From an optimization exercise on the open Yosys and OpenROAD flow, aimed at small area; shortcuts taken in it are not production practice. Function was checked by simulation only, so behaviour that the tests miss may differ from the original. Power figures rest on the tool's default switching activity, not on a simulated workload.

## flow/standard.sh

```bash
#!/bin/bash
# synth_recipe.tcl (not shown) runs the flow's synth.tcl, then flattens the netlist and writes it again
# the make line also repeats each setting of config.mk as NAME=value (left out here)
make -C /OpenROAD-flow-scripts/flow DESIGN_CONFIG=/design/flow/config.mk WORK_HOME=/design/flow/orfs CLKGATE_MAP_FILE= SYNTH_SCRIPT=/design/flow/synth_recipe.tcl "${@:-finish}"
```

## flow/constraint.sdc

```tcl
create_clock -name core_clock -period 10.0 [get_ports {clk}]
set_input_delay 2.0000 -clock core_clock [delete_from_list [all_inputs] [get_ports {clk}]]
set_output_delay 2.0000 -clock core_clock [all_outputs]
set_load 0.01 [all_outputs]
```

## flow/flow/run.sh

```bash
#!/bin/bash
# Standard layout, with the smallest buffer on the ports instead of ORFS's default.
set -euo pipefail
bash standard.sh BUFFER_PORTS_ARGS="-buffer_cell sky130_fd_sc_hd__buf_1" finish > standard.log 2>&1
```

## flow/config.mk

```make
export PLATFORM = sky130hd
export DESIGN_NAME = cp_slot_engine
export DESIGN_NICKNAME = cp_slot_engine
export VERILOG_FILES = /design/flow/design.v
export SDC_FILE = /design/flow/constraint.sdc
export NUM_CORES = 4
export LEC_CHECK = 0
export CAP_MARGIN = 20
export CORE_MARGIN = 2
export CORE_UTILIZATION = 40
export CTS_BUF_LIST = sky130_fd_sc_hd__clkbuf_4 sky130_fd_sc_hd__clkbuf_8 sky130_fd_sc_hd__clkbuf_16
export SLEW_MARGIN = 20
```

## flow/design.v

```verilog
module cp_ledmode (
    input  wire [2:0] rec,
    input  wire       ctx_gerr,
    input  wire       ctx_act,
    output reg  [2:0] led_mode
);
    localparam M_OFF  = 3'd0, M_ON = 3'd1, M_SLOW = 3'd2, M_FAST = 3'd3, M_DATA = 3'd4;
    always @* begin
        if (ctx_gerr)
            led_mode = M_FAST;
        else if (ctx_act)
            led_mode = M_DATA;
        else case (rec)
            3'b000:  led_mode = M_OFF;
            3'b001:  led_mode = M_SLOW;
            3'b100:  led_mode = M_ON;
            default: led_mode = M_FAST;
        endcase
    end
endmodule
module cp_debounce (
    input  wire clk,
    input  wire rst,
    input  wire en,       
    input  wire level,    
    output wire press     
);
    localparam S_IDLE = 3'd0, S_P1 = 3'd1, S_P2 = 3'd3, S_CONF = 3'd4, S_R1 = 3'd6, S_R2 = 3'd5;
    reg [2:0] state, state_n;
    always @* begin
        case (state)
            S_IDLE:  state_n = level ? S_P1 : S_IDLE;
            S_P1:    state_n = level ? S_P2 : S_IDLE;
            S_P2:    state_n = level ? S_CONF : S_IDLE;
            S_CONF:  state_n = level ? S_CONF : S_R1;
            S_R1:    state_n = level ? S_CONF : S_R2;
            S_R2:    state_n = level ? S_CONF : S_IDLE;
            default: state_n = S_IDLE;
        endcase
    end
    always @(posedge clk) begin
        if (rst)     state <= S_IDLE;
        else if (en) state <= state_n;
    end
    assign press = en & level & (state == S_P2);
endmodule
module cp_blink (
    input  wire        clk,
    input  wire        rst,
    input  wire        tick,
    input  wire        fatal,
    input  wire        boot_run,     
    input  wire [47:0] led_modes,    
    output reg  [15:0] led_visible,
    output wire        boot_end      
);
    localparam MD_OFF = 3'd0, MD_ON = 3'd1, MD_SLOW = 3'd2, MD_FAST = 3'd3, MD_DATA = 3'd4;
    reg [4:0]  cnt   [0:15];
    reg [4:0]  cnt_n [0:15];
    reg [15:0] lvl_n;
    integer i;
    always @* begin
        for (i = 0; i < 16; i = i + 1) begin
            cnt_n[i] = cnt[i] + 1'b1;
            lvl_n[i] = led_visible[i];
            case (led_modes[3*i +: 3])
                MD_SLOW: begin
                    if (cnt[i][4] & cnt[i][3]) begin cnt_n[i] = 0; lvl_n[i] = ~led_visible[i]; end
                end
                MD_FAST: begin
                    if (cnt[i][4] | cnt[i][3] | cnt[i][2]) begin cnt_n[i] = 0; lvl_n[i] = ~led_visible[i]; end
                end
                MD_ON:   begin cnt_n[i] = 0; lvl_n[i] = 1'b1; end
                MD_DATA: begin cnt_n[i] = 0; lvl_n[i] = ~led_visible[i]; end
                default: begin cnt_n[i] = 0; lvl_n[i] = 1'b0; end
            endcase
        end
    end
    assign boot_end = tick & led_visible[15];
    always @(posedge clk)
        if (tick)
            for (i = 0; i < 16; i = i + 1) cnt[i] <= cnt_n[i];
    always @(posedge clk) begin
        if (rst)
            led_visible <= 16'h0000;
        else if (tick && !fatal) begin
            if (boot_run)
                led_visible <= {led_visible[14:0], ~|led_visible};
            else
                led_visible <= lvl_n;
        end
    end
endmodule
module cp_controller (
    input  wire        clk,
    input  wire        rst,
    input  wire        res_ok,
    input  wire        boot_end,    
    input  wire [1:0]  evt,         
    input  wire        fa_rsp,
    input  wire [2:0]  fa_status,
    input  wire        fa_flag,
    input  wire [31:0] fa_size,
    input  wire [3:0]  st_idx,
    output wire        boot_run,
    output wire        busy,
    output wire        ready,
    output wire        fatal,
    output reg  [3:0]  mux_addr,
    output reg         fa_req,
    output reg  [2:0]  fa_cmd,
    output reg         arch_req,
    output reg         gerr,
    output wire [2:0]  run_err,
    output wire [47:0] led_modes,
    output wire [8:0]  st_data
);
    localparam PH_IDLE   = 4'd0,  PH_START  = 4'd1,  PH_SELECT = 4'd2,  PH_S2     = 4'd3,
               PH_S1     = 4'd4,  PH_S0     = 4'd5,  PH_DETECT = 4'd6,  PH_READ   = 4'd7,
               PH_ARCHIVE= 4'd8,  PH_WRITE  = 4'd9,  PH_VERIFY = 4'd10, PH_NEXT   = 4'd11,
               PH_BOOTD  = 4'd13, PH_BOOTR  = 4'd14, PH_FATAL  = 4'd15;
    localparam RC_ABS = 3'b000, RC_MATCH = 3'b001, RC_MISM = 3'b010,
               RC_OK  = 3'b100, RC_VFY   = 3'b101, RC_RD   = 3'b110, RC_WR = 3'b111;
    localparam E_OK = 3'd0, E_NOCHIP = 3'd1, E_READ = 3'd3, E_WRITE = 3'd4, E_VERIFY = 3'd5;
    localparam C_NONE = 3'd0, C_DETECT = 3'd1, C_READ = 3'd2, C_WRITE = 3'd3, C_VERIFY = 3'd4;
    reg [3:0]  phase, phase_n;
    reg        wfw, wfw_n;           
    reg [3:0]  cur, cur_n;
    reg        rf, rf_n;             
    reg        gerr_n;
    reg [3:0]  mux_n;
    reg [31:0] ref_size;
    reg [1:0]  rec0, rec0_n;         
    reg [2:0]  rec  [1:15];
    reg [2:0]  rec_n [1:15];
    reg [2:0]  wr_code, vf_code;
    integer i;
    wire [2:0] rec_all [0:15];
    assign rec_all[0] = {rec0[1], rec0[1] & rec0[0], ~rec0[1] & rec0[0]};
    genvar g;
    generate
        for (g = 1; g < 16; g = g + 1) begin : g_rec
            assign rec_all[g] = rec[g];
        end
    endgenerate
    wire cls_pres = (fa_status == E_OK) && fa_flag;
    wire cls_abs  = (fa_status == E_NOCHIP) || ((fa_status == E_OK) && !fa_flag);
    wire st_ok    = (fa_status == E_OK);
    wire in_settle = (phase == PH_S2) || (phase == PH_S1) || (phase == PH_S0);
    wire act = (phase == PH_READ) || (phase == PH_WRITE) || (phase == PH_VERIFY) ||
               (in_settle && wfw && cur != 4'd0);
    assign boot_run = (phase == PH_BOOTR);
    assign fatal    = (phase == PH_FATAL);
    assign busy     = (phase != PH_IDLE);
    assign ready    = !fatal && (phase != PH_BOOTR) && (phase != PH_BOOTD);
    assign run_err  = {1'b0, rf, gerr};
    wire [3:0] nxt = cur + 1'b1;
    wire       nxt_match = (rec_all[nxt][2] | rec_all[nxt][0]);
    always @* begin
        phase_n = phase;
        wfw_n   = wfw;
        cur_n   = cur;
        rf_n    = rf;
        gerr_n  = gerr;
        mux_n   = mux_addr;
        rec0_n  = rec0;
        for (i = 1; i < 16; i = i + 1) rec_n[i] = rec[i];
        fa_req   = 1'b0;
        fa_cmd   = C_NONE;
        arch_req = 1'b0;
        case (fa_status)
            E_READ:   wr_code = RC_RD;
            E_VERIFY: wr_code = RC_VFY;
            default:  wr_code = RC_WR;
        endcase
        case (fa_status)
            E_READ:   vf_code = RC_RD;
            E_WRITE:  vf_code = RC_WR;
            default:  vf_code = RC_VFY;
        endcase
        if (fa_rsp) begin
            case (phase)
                PH_DETECT: begin
                    if (cur == 4'd0) begin
                        if (cls_pres) begin
                            rec0_n = 2'b01;
                            if (wfw) begin
                                fa_req  = 1'b1;
                                fa_cmd  = C_READ;
                                phase_n = PH_READ;
                            end else begin
                                phase_n = PH_NEXT;
                            end
                        end else begin
                            rec0_n  = 2'b00;
                            gerr_n  = 1'b1;
                            rf_n    = 1'b0;
                            phase_n = PH_IDLE;
                        end
                    end else begin
                        for (i = 1; i < 16; i = i + 1)
                            if (cur == i) begin
                                if (cls_pres)
                                    rec_n[i] = (fa_size == ref_size) ? RC_MATCH : RC_MISM;
                                else if (cls_abs)
                                    rec_n[i] = RC_ABS;
                                else
                                    rec_n[i] = RC_MISM;
                            end
                        phase_n = PH_NEXT;
                    end
                end
                PH_READ: begin
                    if (st_ok) begin
                        rec0_n  = 2'b10;
                        phase_n = PH_ARCHIVE;
                    end else begin
                        rec0_n  = 2'b11;
                        gerr_n  = 1'b1;
                        rf_n    = 1'b1;
                        phase_n = PH_IDLE;
                    end
                end
                PH_WRITE: begin
                    if (st_ok) begin
                        fa_req  = 1'b1;
                        fa_cmd  = C_VERIFY;
                        phase_n = PH_VERIFY;
                    end else begin
                        for (i = 1; i < 16; i = i + 1)
                            if (cur == i) rec_n[i] = wr_code;
                        phase_n = PH_NEXT;
                    end
                end
                PH_VERIFY: begin
                    for (i = 1; i < 16; i = i + 1)
                        if (cur == i) rec_n[i] = (st_ok && fa_flag) ? RC_OK : vf_code;
                    phase_n = PH_NEXT;
                end
                default: ;
            endcase
        end else begin
            case (phase)
                PH_BOOTD: phase_n = PH_IDLE;
                PH_START: begin
                    gerr_n = 1'b0;
                    rf_n   = 1'b0;
                    cur_n  = 4'd0;
                    rec0_n = 2'b00;
                    if (!wfw)
                        for (i = 1; i < 16; i = i + 1) rec_n[i] = RC_ABS;
                    phase_n = PH_SELECT;
                end
                PH_SELECT: begin
                    mux_n   = cur;
                    phase_n = PH_S2;
                end
                PH_S2: phase_n = PH_S1;
                PH_S1: phase_n = PH_S0;
                PH_S0: begin
                    fa_req = 1'b1;
                    if (cur == 4'd0 || !wfw) begin
                        fa_cmd  = C_DETECT;
                        phase_n = PH_DETECT;
                    end else begin
                        fa_cmd  = C_WRITE;
                        phase_n = PH_WRITE;
                    end
                end
                PH_ARCHIVE: begin
                    arch_req = 1'b1;
                    phase_n  = PH_NEXT;
                end
                PH_NEXT: begin
                    if (cur == 4'd15) begin
                        phase_n = PH_IDLE;
                    end else begin
                        cur_n = nxt;
                        if (!wfw || nxt_match)
                            phase_n = PH_SELECT;
                    end
                end
                default: ;
            endcase
        end
        if (phase == PH_BOOTR && boot_end)
            phase_n = PH_BOOTD;
        if (phase == PH_IDLE) begin
            if (evt[0]) begin
                wfw_n   = 1'b0;
                phase_n = PH_START;
            end else if (evt[1]) begin
                wfw_n   = 1'b1;
                phase_n = PH_START;
            end
        end
        if (rst) begin
            fa_req   = 1'b0;
            fa_cmd   = C_NONE;
            arch_req = 1'b0;
        end
    end
    generate
        for (g = 0; g < 16; g = g + 1) begin : g_mode
            cp_ledmode u_mode (
                .rec      (rec_all[g]),
                .ctx_gerr (gerr),
                .ctx_act  (act && (cur == g)),
                .led_mode (led_modes[3*g +: 3])
            );
        end
    endgenerate
    wire [2:0] st_rec = rec_all[st_idx];
    wire [2:0] st_mode;
    cp_ledmode u_st_mode (
        .rec      (st_rec),
        .ctx_gerr (gerr),
        .ctx_act  (act && (cur == st_idx)),
        .led_mode (st_mode)
    );
    assign st_data = {
        |st_rec,
        st_rec[2] | (st_rec[1:0] == 2'b01) ? 2'b01 : (st_rec[1:0] == 2'b10 ? 2'b10 : 2'b00),
        st_rec[2] ? {1'b0, st_rec[1:0]} + 3'd1 : 3'd0,
        st_mode
    };
    always @(posedge clk)
        if (phase == PH_DETECT && cur == 4'd0)
            ref_size <= fa_size;
    always @(posedge clk) begin
        wfw <= wfw_n;
        cur <= cur_n;
    end
    always @(posedge clk) begin
        if (rst) begin
            phase    <= res_ok ? PH_BOOTR : PH_FATAL;
            gerr     <= 1'b0;
            rf       <= 1'b0;
            mux_addr <= 4'd0;
            rec0     <= 2'b00;
            for (i = 1; i < 16; i = i + 1) rec[i] <= RC_ABS;
        end else begin
            phase    <= phase_n;
            gerr     <= gerr_n;
            rf       <= rf_n;
            mux_addr <= mux_n;
            rec0     <= rec0_n;
            for (i = 1; i < 16; i = i + 1) rec[i] <= rec_n[i];
        end
    end
endmodule
module cp_slot_engine (
    input  wire        clk,
    input  wire        rst,
    input  wire [3:0]  dip,
    input  wire        res_ok,
    input  wire        tick,
    input  wire        sample,
    input  wire        btn_check,
    input  wire        btn_write,
    input  wire        fa_rsp,
    input  wire [2:0]  fa_status,
    input  wire        fa_flag,
    input  wire [31:0] fa_size,
    input  wire [3:0]  st_idx,
    output wire [3:0]  mux_addr,
    output wire [15:0] led,
    output wire        fa_req,
    output wire [2:0]  fa_cmd,
    output wire [3:0]  fa_speed,
    output wire        arch_req,
    output wire        busy,
    output wire        ready,
    output wire        gerr,
    output wire        fatal,
    output wire [2:0]  run_err,
    output wire [2:0]  fatal_code,
    output wire [1:0]  evt,
    output wire [8:0]  st_data
);
    wire        boot_run, boot_end;
    wire [47:0] led_modes;
    reg  [3:0]  speed_cfg;
    always @(posedge clk)
        if (rst) speed_cfg <= dip;
    wire sample_en = sample && !rst && !fatal;
    cp_debounce u_db_check (
        .clk(clk), .rst(rst), .en(sample_en), .level(btn_check), .press(evt[0])
    );
    cp_debounce u_db_write (
        .clk(clk), .rst(rst), .en(sample_en), .level(btn_write), .press(evt[1])
    );
    cp_blink u_blink (
        .clk        (clk),
        .rst        (rst),
        .tick       (tick),
        .fatal      (fatal),
        .boot_run   (boot_run),
        .led_modes  (led_modes),
        .led_visible(led),
        .boot_end   (boot_end)
    );
    cp_controller u_ctl (
        .clk       (clk),
        .rst       (rst),
        .res_ok    (res_ok),
        .boot_end  (boot_end),
        .evt       (evt),
        .fa_rsp    (fa_rsp),
        .fa_status (fa_status),
        .fa_flag   (fa_flag),
        .fa_size   (fa_size),
        .st_idx    (st_idx),
        .boot_run  (boot_run),
        .busy      (busy),
        .ready     (ready),
        .fatal     (fatal),
        .mux_addr  (mux_addr),
        .fa_req    (fa_req),
        .fa_cmd    (fa_cmd),
        .arch_req  (arch_req),
        .gerr      (gerr),
        .run_err   (run_err),
        .led_modes (led_modes),
        .st_data   (st_data)
    );
    assign fa_speed   = speed_cfg;
    assign fatal_code = {fatal, fatal, 1'b0};
endmodule
```

==> results of run 1 <==
[metrics by stage]
step / instance area [µm²] / hold WS [ns] / util (%)
2_1_floorplan: 11500 / 0.440 / -
3_3_place_gp: 12200 / 0.455 / 42.8
3_5_place_dp: 12200 / 0.467 / 42.8
4_1_cts: 12800 / 0.479 / 44.8
5_1_grt: 12800 / 0.521 / 44.8
6_report: 12800 / 0.475 / 44.8
[worst max-delay path, cell delays in order]
cell and delay [ns]:
buf_1 0.72, nor2b_1 0.20, a221oi_1 0.38, a21oi_1 0.08
a21oi_1 0.12, o21ai_0 0.16, a21oi_1 0.42, inv_1 0.12
ha_1 0.24, nor2_1 0.10, nor2_1 0.04, a21oi_1 0.17
buf_1 0.16
[registers in the layout (all words and copies together) (netlist names), 2 cells and up]
name	count
u_blink.cnt	80
u_ctl.rec	45
u_ctl.ref_size	32
u_blink.led_visible	16
speed_cfg	4
u_ctl.cur	4
u_ctl.mux_addr	4
u_ctl.phase	4
u_db_check.state	3
u_db_write.state	3
u_ctl.rec0	2
[layer usage]
metal | routed length, µm | vias up | share of wire (%)
li1 | - | 4770 | -
met1 | 14600 | 4751 | 45
met2 | 15000 | 316 | 46
met5 | 0 | - | 0
met3 | 2110 | 53 | 6.5
met4 | 911 | 0 | 2.8
[power breakdown]
part	internal (W)	switching [W]	total, W
Combinational	0.0000541	0.000105	0.000159
Sequential	0.000890	0.0000274	0.000917
Clock	0.000354	0.000338	0.000691
[placed cells by master, fill, tap and decap left out, drive strengths merged, types with 28 or more instances in the layout]
master	n
xor2	46
a21oi	80
inv	40
dfxtp	79
nor2	163
nand2	115
nor2b	28
nor3	58
buf	108
nand3	62
o21ai	58
edfxtp	121
mux2i	35
[cell families after synthesis]
family          synth area share (%)
other cells                   0.0325
xor+xnor                        5.54
buf+inv                         3.70
compound gates                  16.7
fa+ha+maj                       2.82
mux                             4.01
flops                           45.2
simple gates                    22.0
[path summary, 6_finish.rpt]
path	startpoint	to	slack, ns	cells after the start
hold reg to reg	u_db_check.state[2]$_SDFFE_PP0P_	u_db_check.state[2]$_SDFFE_PP0P_	0.48	2
setup / recovery	st_idx[3]	st_data[0]	3.05	13
setup reg to reg	u_ctl.phase[1]$_SDFF_PP1_	u_ctl.rec[14][2]$_SDFFE_PP0P_	6.35	8
hold / removal	u_db_check.state[2]$_SDFFE_PP0P_	u_db_check.state[2]$_SDFFE_PP0P_	0.48	2
[layout make-up]
class | instances | area (µm²)
clock buffer | 18 | 433
inverter | 34 | 128
clock inverter | 14 | 141
fill | 2831 | 15800
tap | 384 | 480
sequential | 200 | 5220
multi-input combinational | 961 | 5920
timing repair buffer | 110 | 462
==> flow_summary_export.csv, run 1 <==
group,metric,value,unit
status,status,"finished clean",
setup_path,path_class,"input pin to output pin",
place,dpl.hpwl,23000,µm
route,vias_per_cell,5.75,
cts,clock_path_buffers,2,
logic_synthesis,synth-seq-area-share,45.2,%
sta,setup_ws,3.05,ns
route,dr_total_vias,9890,
sta,setup_viol,0,
final_layout,nets,1402,
setup_path,cp-start-kind,"input pin",
place,dpl_worst_slack,3.16,ns
global_route,busiest_layer,"met2",
sta,fin_skew,0.0147,ns
cts,clk_latency,0.45,ns
power,p_total,0.00177,W
sta,slew_violations,0,
floorplan,dieArea,30200,µm²
place,placedCellCount,1689,
logic_synthesis,syn_area,11500,µm²
job,maxCapViolations,0,
sta,fin_crit_sh,69.5,%
floorplan,core,28500,µm²
global_route,met2_usage,34.2,%
final_layout,n_antenna_cell,0,
logic_synthesis,ys_types,83,
global_route,grt_util_met3,4.43,%
route,wl_per_cell,19.0,µm
floorplan,io_pins,102,
global_route,grt_pass1_vias,9298,
sta,fin_setup_tns,0,ns
logic_synthesis,synth_top_area_cell,"edfxtp_1",
final_layout,fin_cells,1721,
floorplan,die_h,174,µm
power,leakage,4.36,nW
cts,hold_buffers,0,
floorplan,initial_core_util,40.4,%
route,remaining_drc_errors,0,
place,port_buffers,99,
logic_synthesis,synth.avg_cell_area,9.15,µm²
logic_synthesis,synth_top_area_share,31.5,%
cts,cts_setup_buffers,0,
global_route,grt_pass1_wl,52000,µm
global_route,gr-total-overflow,0,
logic_synthesis,yosysWarnings,11,
cts,postCtsResizedCells,0,
logic_synthesis,synth_common_cells,"nor2_1 (163), edfxtp_1 (121), nand2_1 (115), a21oi_1 (79), dfxtp_1 (79)",
sta,rsz0062_at_grt,"false",
logic_synthesis,yosys_register_bits,200,
power,p_per_area,138,nW/µm²
cts,cts_tree,"done",
setup_path,cp.required,8.00,ns
global_route,grtUsageMet1,29.6,%
floorplan,row_count,62,
worst_hold_path,worstHoldPathType,"register to register",
route,ant_nets,0,
setup_path,worstPathArrival,4.95,ns
sta,worst_pin_slew,1.19,ns
setup_path,end_kind,"output pin",
sta,slew-limit-headroom,20.5,%
global_route,grt_max_degree,59,
power,vdd_drop_max,0.000104,V
logic_synthesis,yosys-top-cells-area,"edfxtp_1 (32%), dfxtp_1 (14%), nor2_1 (5.3%), nand2_1 (3.7%), xor2_1 (3.5%)",
sta,period_needed,6.95,ns
route,first_pass_iters,5,
cts,htreeDepth,4,
cts,cts_root_buffer,"clkbuf_16",
floorplan,die_x,174,µm
place,gp_congestion,0.936,
route,drt-initial-drc-count,918,
setup_path,path_max_fanout,21,
logic_synthesis,synth-edff-count,121,
final_layout,area_growth,10.8,%
logic_synthesis,netlist_instances,1260,
global_route,antenna_found_initial,0,
logic_synthesis,async_flop_share,0,%
logic_synthesis,yosysMostFrequentCell,"nor2_1",
logic_synthesis,synth_top_flop_cell,"edfxtp_1",
cts,clock-sinks,200,
sta,hold_viol,0,
cts,path_clk_slew,0.07,ns
cts,cts_made_buffers,17,
sta,fmax,144,MHz
global_route,grt.total_usage,21.7,%
route,routed_wirelength,32600,µm
final_layout,drive_gt1_share,5.98,%
==> run 2, diff against run 1 <==
--- a/flow/config.mk
+++ b/flow/config.mk
@@ -8,5 +8,5 @@
 export CAP_MARGIN = 20
 export CORE_MARGIN = 2
 export CORE_UTILIZATION = 40
-export CTS_BUF_LIST = sky130_fd_sc_hd__clkbuf_4 sky130_fd_sc_hd__clkbuf_8 sky130_fd_sc_hd__clkbuf_16
+export CTS_BUF_LIST = sky130_fd_sc_hd__clkbuf_8
 export SLEW_MARGIN = 20
==> run 2 against run 1 <==
Non-clock buffer count is the same; clock power decreased by 25%; sequential power barely moved; via count down 0.14%; worst hold slack improved by 0.0037 ns; flip-flop and latch count unchanged; synthesized area unchanged; global-route usage shrank 0.14 points; total power decreased by 9.7%; setup slack gained 0.030 ns; register-to-register slack better by 0.02 ns; clock skew grew 0.0050 ns; critical endpoint unchanged; largest power group unchanged.
==> flow_summary_export.csv, run 2 <==
group,metric,value,unit
status,status,"finished clean",
route,dr_total_vias,9876,
logic_synthesis,yosysMostFrequentCell,"nor2_1",
global_route,antenna_found_initial,0,
logic_synthesis,synth_mux_area_share,4.01,%
cts,htreeDepth,4,
power,p_per_area,127,nW/µm²
setup_path,end_kind,"output pin",
sta,slew_violations,0,
logic_synthesis,synth-edff-count,121,
global_route,grt_max_degree,59,
logic_synthesis,synth-compound-area-share,16.7,%
cts,hold_buffers,0,
cts,clock_path_buffers,2,
floorplan,core,28500,µm²
logic_synthesis,ys_types,83,
sta,hold_viol,0,
cts,clk_latency,0.50,ns
final_layout,area_growth,9.13,%
cts,cts_made_buffers,17,
setup_path,crit_start,"st_idx[3]",
worst_hold_path,worstHoldPathType,"register to register",
logic_synthesis,synth_top_flop_cell,"edfxtp_1",
floorplan,initial_core_util,40.4,%
logic_synthesis,netlist_instances,1260,
logic_synthesis,synth_top_area_share,31.5,%
logic_synthesis,synth_xor_area_share,5.54,%
logic_synthesis,async_flop_share,0,%
floorplan,dieArea,30200,µm²
place,gp_congestion,0.936,
job,maxCapViolations,0,
sta,whs,0.479,ns
setup_path,crit_family,"compound AO/OA/AOI/OAI gates",
setup_path,cp.required,8.00,ns
route,wl_per_cell,19.0,µm
setup_path,cp-start-kind,"input pin",
route,drt-initial-drc-count,941,
setup_path,crit_chain,"buf_1, nor2b_1, a221oi_1, a21oi_1, a21oi_1, o21ai_0, a21oi_1, inv_1, ha_1, nor2_1, nor2_1, a21oi_1, buf_1",
floorplan,io_pins,102,
sta,fin_skew,0.0197,ns
logic_synthesis,synth_top_family_by_area,"simple AND/OR/NAND/NOR gates",
floorplan,die_h,174,µm
place,dpl.hpwl,23000,µm
route,routed_wirelength,32600,µm
floorplan,row_count,62,
power,combPwrFrac,10.0,%
final_layout,utilization,44.1,%
sta,slew-limit-headroom,22.8,%
setup_path,cp_slowest_cell,"buf_1",
setup_path,path_class,"input pin to output pin",
setup_path,path_max_fanout,21,
logic_synthesis,yosys-top-cells-area,"edfxtp_1 (32%), dfxtp_1 (14%), nor2_1 (5.3%), nand2_1 (3.7%), xor2_1 (3.5%)",
place,dpl_worst_slack,3.16,ns
cts,cts_root_buffer,"clkbuf_8",
logic_synthesis,yosysWarnings,11,
setup_path,worstPathArrival,4.92,ns
sta,rsz0062_at_grt,"false",
final_layout,top_register,"u_blink.cnt",
logic_synthesis,yosys.area_share.simple,22.0,%
power,vdd_drop_max,0.0000643,V
power,p_sw_share,28.2,%
setup_path,path_common_cell,"a21oi_1",
route,remaining_drc_errors,0,
place,placed_area,12200,µm²
final_layout,layout_common_cells,"nor2_1 (162), edfxtp_1 (121), nand2_1 (115)",
logic_synthesis,syn_area,11500,µm²
logic_synthesis,synth.avg_cell_area,9.15,µm²
route,first_pass_iters,6,
place,port_buffers,99,
final_layout,largest_reg_flops,80,
sta,fmax,145,MHz
setup_path,crit_cells,13,
sta,worst_pin_slew,1.15,ns
setup_path,reg2regPathDepth,8,
cts,postCtsResizedCells,0,
power,cell_internal_pwr,0.00115,W
logic_synthesis,yosys_register_bits,200,
setup_path,crit_path_max_incr_delay,0.69,ns
power,seqPwrFrac,57.4,%
logic_synthesis,synthAdderAreaFrac,2.82,%
cts,path_clk_slew,0.10,ns
sta,period_needed,6.92,ns
cts,cts_tree,"done",
power,leakage,4.27,nW
global_route,grt.total_usage,21.6,%
logic_synthesis,synth_common_cells,"nor2_1 (163), edfxtp_1 (121), nand2_1 (115), a21oi_1 (79), dfxtp_1 (79)",
cts,clock-sinks,200,
final_layout,drive_gt1_share,5.91,%
global_route,gr-total-overflow,0,
logic_synthesis,synth-seq-area-share,45.2,%
final_layout,nets,1402,
floorplan,die_x,174,µm
route,vias_per_cell,5.74,
setup_path,regToRegSetupSlack,6.37,ns
route,ant_nets,0,
setup_path,crit_buf_inv,3,
power,p_sw,0.000450,W
cts,cts_setup_buffers,0,
setup_path,rr_endpoint,"u_ctl.rec[14][2]$_SDFFE_PP0P_",
logic_synthesis,synth_top_area_cell,"edfxtp_1",
global_route,grt_pass1_wl,51600,µm
final_layout,n_antenna_cell,0,
final_layout,design_area,12600,µm²
sta,setup_ws,3.08,ns
final_layout,final_common_cell,"nor2_1",
sta,setup_viol,0,
final_layout,largestRegisters,"u_blink.cnt x80, u_ctl.rec x45, u_ctl.ref_size x32",
setup_path,r2r-start,"u_ctl.phase[1]$_SDFF_PP1_",
sta,fin_setup_tns,0,ns
global_route,grt_pass1_vias,9214,
setup_path,crit_path_end,"st_data[0]",
sta,fin_crit_sh,69.2,%
power,pwr-share-clk,32.6,%
## run 2: cell counts after synthesis
Identical to the previous run, type by type.
## run 2: worst reg2reg max path, stage by stage (launching register included)
cell     delay, ns
dfxtp_1       0.82
nor2b_1       0.51
nand2_1       0.22
nor2_4        0.82
o32ai_4       0.20
buf_4         0.32
o21ai_0       0.31
mux2i_1       0.26
nor2_1        0.06
## run 2: kinds of logic (layout without fill, tap and decap cells)
kind of cell / count (synthesis) / count (layout)
other cells: 1 / 2
flops: 200 / 200
mux: 44 / 44
xor+xnor: 73 / 73
fa+ha+maj: 26 / 26
simple gates: 527 / 527
compound gates: 289 / 289
buf+inv: 100 / 176
## run 2: power groups by stage
stage,clock (W),combinational [W],sequential [W]
4_1_cts,0.000533,0.000159,0.000916
2_1_floorplan,0,0.000104,0.000926
3_5_place_dp,0,0.000158,0.000935
6_report,0.000520,0.000159,0.000917
3_3_place_gp,0,0.000156,0.000935
5_1_grt,0.000561,0.000176,0.000921
## run 2: area by class of cell
| class | instances | area, µm² |
|---|---|---|
| inverter | 34 | 128 |
| clock buffer | 17 | 234 |
| multi-input combinational | 961 | 5920 |
| fill | 2857 | 16000 |
| timing repair buffer | 110 | 462 |
| sequential | 200 | 5220 |
| clock inverter | 15 | 145 |
| tap | 384 | 480 |
## run 2: worst min path at each step
stage	from	to	slack, ns	cells after the start
4_1_cts	u_db_check.state[2]$_SDFFE_PP0P_	u_db_check.state[2]$_SDFFE_PP0P_	0.48	2
2_1_floorplan	u_db_check.state[2]$_SDFFE_PP0P_	u_db_check.state[2]$_SDFFE_PP0P_	0.44	2
3_3_place_gp	u_db_check.state[2]$_SDFFE_PP0P_	u_db_check.state[2]$_SDFFE_PP0P_	0.45	2
3_5_place_dp	u_db_check.state[2]$_SDFFE_PP0P_	u_db_check.state[2]$_SDFFE_PP0P_	0.47	2
5_1_grt	u_ctl.mux_addr[0]$_SDFFE_PP0P_	u_ctl.mux_addr[0]$_SDFFE_PP0P_	0.53	2
6_report	u_db_check.state[2]$_SDFFE_PP0P_	u_db_check.state[2]$_SDFFE_PP0P_	0.48	2
## run 2: per-layer routing
layer  global-route usage [%]  up-vias  share of wire [%]  wire length (µm)
li1                         -     4764                  -                 -
met1                     29.5     4769                 46             14900
met2                     34.1      304                 46             15000
met3                     4.54       39                5.8              1900
met4                     7.32        0                2.6               835
met5                        0        -                  0                 0
## run 2: through the flow
step	std cells	power [W]
floorplan	1261	0.00103
global placement	1689	0.00109
detailed placement	1689	0.00109
CTS	1721	0.00161
global route	1721	0.00166
finish	1721	0.00160
==> run 3, diff against run 2 <==
==> flow/run.sh (new file) <==
#!/bin/bash
# synth_recipe.tcl (not shown) runs the flow's synth.tcl, then flattens the netlist and writes it again
# the make line also repeats each setting of config.mk as NAME=value (left out here)
make -C /OpenROAD-flow-scripts/flow DESIGN_CONFIG=/design/flow/config.mk WORK_HOME=/design/flow/orfs CLKGATE_MAP_FILE= SYNTH_SCRIPT=/design/flow/synth_recipe.tcl finish
--- a/flow/config.mk
+++ b/flow/config.mk
@@ -8,5 +8,4 @@
 export CAP_MARGIN = 20
 export CORE_MARGIN = 2
 export CORE_UTILIZATION = 40
-export CTS_BUF_LIST = sky130_fd_sc_hd__clkbuf_8
 export SLEW_MARGIN = 20
removed: flow/flow/run.sh
removed: flow/standard.sh
==> run 3 against run 2 <==
Still clean on timing, DRC and antenna; maximum frequency decreased by 11%; die area is the same; worst hold slack got worse by 0.013 ns; total power is 12% higher; synthesized cell count unchanged; synthesized area stayed put; utilization is 2.8 points higher; wire length up 1.8%; setup slack lost 0.87 ns; clock skew fell by 0.0093 ns; global-route usage rose by 0.36 points; final cell count is 0.12% lower; critical path type unchanged.
==> flow_summary_export.csv, run 3 <==
group,metric,value,unit
status,status,"finished clean",
floorplan,core,28500,µm²
logic_synthesis,synth-edff-count,121,
cts,clock_path_buffers,2,
global_route,grt.total_usage,22.0,%
logic_synthesis,synth.avg_cell_area,9.15,µm²
route,wl_met2,14900,µm
logic_synthesis,yosysWarnings,11,
final_layout,final_common_cell,"nor2_1",
sta,slew_violations,0,
setup_path,worstPathArrival,5.78,ns
floorplan,initial_core_util,40.4,%
sta,setup_ws,2.22,ns
final_layout,nFillCells,2780,
route,drt-initial-drc-count,837,
logic_synthesis,yosys_register_bits,200,
sta,rsz0062_at_grt,"false",
logic_synthesis,async_flop_share,0,%
final_layout,regArea,5220,µm²
logic_synthesis,syn_area,11500,µm²
final_layout,area_growth,16.0,%
final_layout,multiInputGateArea,5930,µm²
cts,cts_root_buffer,"clkbuf_16",
logic_synthesis,synth_mux_area_share,4.01,%
cts,clock-sinks,200,
place,port_buffers,99,
global_route,grt_max_degree,59,
global_route,gr-total-overflow,0,
global_route,antenna_found_initial,0,
global_route,grt_pass1_wl,52300,µm
sta,period_needed,7.78,ns
cts,cts_tree,"done",
place,dpl.hpwl,23200,µm
setup_path,path_max_fanout,23,
cts,clk_latency,0.45,ns
floorplan,die_h,174,µm
sta,fin_setup_tns,0,ns
place,gp_congestion,0.971,
sta,fmax,128,MHz
final_layout,top_register,"u_blink.cnt",
route,met1_length,15300,µm
logic_synthesis,synth_top_flop_cell,"edfxtp_1",
setup_path,cp.required,8.00,ns
place,placedCellCount,1687,
sta,fin_crit_sh,77.8,%
sta,slew-limit-headroom,27.9,%
floorplan,io_pins,102,
logic_synthesis,synth_top_area_share,31.5,%
logic_synthesis,synth_common_cells,"nor2_1 (163), edfxtp_1 (121), nand2_1 (115), a21oi_1 (79), dfxtp_1 (79)",
route,remaining_drc_errors,0,
route,dr_wl_met3,2080,µm
route,vias_per_cell,5.77,
setup_path,path_class,"input pin to output pin",
power,leakage,4.60,nW
cts,htreeDepth,4,
final_layout,layout_common_cells,"nor2_1 (161), edfxtp_1 (121), nand2_1 (115)",
sta,fin_skew,0.0104,ns
cts,hold_buffers,0,
logic_synthesis,yosys.area_share.simple,22.0,%
power,p_per_area,134,nW/µm²
route,wl_per_cell,19.3,µm
final_layout,nets,1400,
place,dpl_worst_slack,2.22,ns
logic_synthesis,synth_top_area_cell,"edfxtp_1",
sta,hold_viol,0,
sta,setup_viol,0,
logic_synthesis,netlist_instances,1260,
final_layout,largest_reg_flops,80,
power,vdd_drop_max,0.000108,V
floorplan,row_count,62,
cts,path_clk_slew,0.07,ns
floorplan,dieArea,30200,µm²
final_layout,n_antenna_cell,0,
route,highest_layer,"met4",
route,dr_total_vias,9924,
global_route,grt_pass1_vias,9280,
route,first_pass_iters,5,
sta,worst_pin_slew,1.08,ns
route,ant_nets,0,
logic_synthesis,synth-compound-area-share,16.7,%
logic_synthesis,synth_xor_area_share,5.54,%
logic_synthesis,synth_top_family_by_area,"simple AND/OR/NAND/NOR gates",
cts,cts_setup_buffers,0,
setup_path,cp-start-kind,"input pin",
final_layout,fin_cells,1719,
final_layout,drive_gt1_share,5.84,%
floorplan,die_x,174,µm
place,placed_area,12800,µm²
cts,cts_made_buffers,17,
logic_synthesis,yosys-top-cells-area,"edfxtp_1 (32%), dfxtp_1 (14%), nor2_1 (5.3%), nand2_1 (3.7%), xor2_1 (3.5%)",
logic_synthesis,ys_types,83,
worst_hold_path,worstHoldPathType,"register to register",
sta,whs,0.466,ns
logic_synthesis,synth-seq-area-share,45.2,%
final_layout,design_area,13400,µm²
cts,postCtsResizedCells,0,
logic_synthesis,yosysMostFrequentCell,"nor2_1",
final_layout,largestRegisters,"u_blink.cnt x80, u_ctl.rec x45, u_ctl.ref_size x32",
setup_path,end_kind,"output pin",
route,routed_wirelength,33200,µm
logic_synthesis,synthAdderAreaFrac,2.82,%
job,maxCapViolations,0,
## run 3: cell counts after synthesis
Identical to the previous run, type by type.
## run 3: worst paths after layout
| check | from | to | slack, ns | cells after the start |
|---|---|---|---|---|
| max | st_idx[2] | st_data[0] | 2.22 | 13 |
| min | u_db_check.state[2]$_SDFFE_PP0P_ | u_db_check.state[2]$_SDFFE_PP0P_ | 0.47 | 2 |
| max reg2reg | u_ctl.cur[0]$_SDFFCE_PN0P_ | u_blink.led_visible[4]$_SDFFE_PP0P_ | 6.26 | 10 |
| min reg2reg | u_db_check.state[2]$_SDFFE_PP0P_ | u_db_check.state[2]$_SDFFE_PP0P_ | 0.47 | 2 |
## run 3: worst max-delay path, stage by stage
cell             delay [ns]
clkdlybuf4s50_1        1.02
mux4_2                 0.59
nand2_1                0.08
o21ai_0                0.11
a21oi_1                0.19
o21ai_0                0.16
a21oi_1                0.41
inv_1                  0.12
ha_1                   0.23
nor2_1                 0.10
nor2_1                 0.04
a21oi_1                0.16
clkdlybuf4s50_1        0.55
## run 3: power breakdown
| part | leakage (nW) | switching (W) | internal (W) |
|---|---|---|---|
| Combinational | 2.48 | 0.000105 | 0.0000784 |
| Clock | 0.276 | 0.000337 | 0.000358 |
| Sequential | 1.84 | 0.0000276 | 0.000890 |
## run 3: final cells by class
| type | count | area share [%] |
|---|---|---|
| multi-input combinational | 961 | 44.3 |
| sequential | 200 | 39.0 |
| timing repair buffer | 108 | 7.85 |
| tap | 384 | 3.59 |
| clock buffer | 19 | 3.31 |
| clock inverter | 13 | 1.04 |
| inverter | 34 | 0.954 |
## run 3: cell families (layout without fill, tap and decap cells)
family,count (synthesis),count (layout)
and+or+nand+nor,527,527
AOI/OAI and AO/OA,289,289
DFF,200,200
buffers and inverters,100,174
xor gates and xnor gates,73,73
muxes,44,44
adders and majority gates,26,26
other,1,2
## run 3: through the flow
step / total power, W / utilization (%)
after floorplan: 0.00103 / -
after global placement: 0.00112 / 44.8
after detailed placement: 0.00112 / 44.8
after CTS: 0.00181 / 46.9
after global routing: 0.00186 / 46.9
final: 0.00180 / 46.9
## run 3: layer usage
layer  GRT usage [%]  up-vias
met5               0        -
met4            8.16        0
met3            4.85       54
met2            34.2      331
met1            30.0     4771
li1                -     4768

## what the ideal ports hide
How much do the figures lean on ideal ports? The routed layouts below were timed once more, with nothing changed but the port constraints. Step 1: set_driving_cell puts a clkbuf_16 on clk and a buf_2 on each other input, an assumption about the parent block. Step 2 adds t to the input delays and takes it off the output delays; t is the mean of the earliest and latest rising clock arrival at the registers after step 1. Input paths then give back, and output paths get back, about the clock's delay inside the block. Slacks: ideal ports / drivers / drivers and shift; pairs: ideal ports / drivers.
run	t, ns	slack for setup (ns)	worst hold slack (ns)	cell pins on the clock port's net
run 1	0.496	3.054 / 2.986 / 2.986	0.475 / 0.475 / 0.475	1
run 2	0.538	3.084 / 3.016 / 3.016	0.479 / 0.479 / 0.479	1
run 3	0.495	2.217 / 2.164 / 2.164	0.466 / 0.466 / 0.466	1
After both steps every run listed still meets setup and hold.
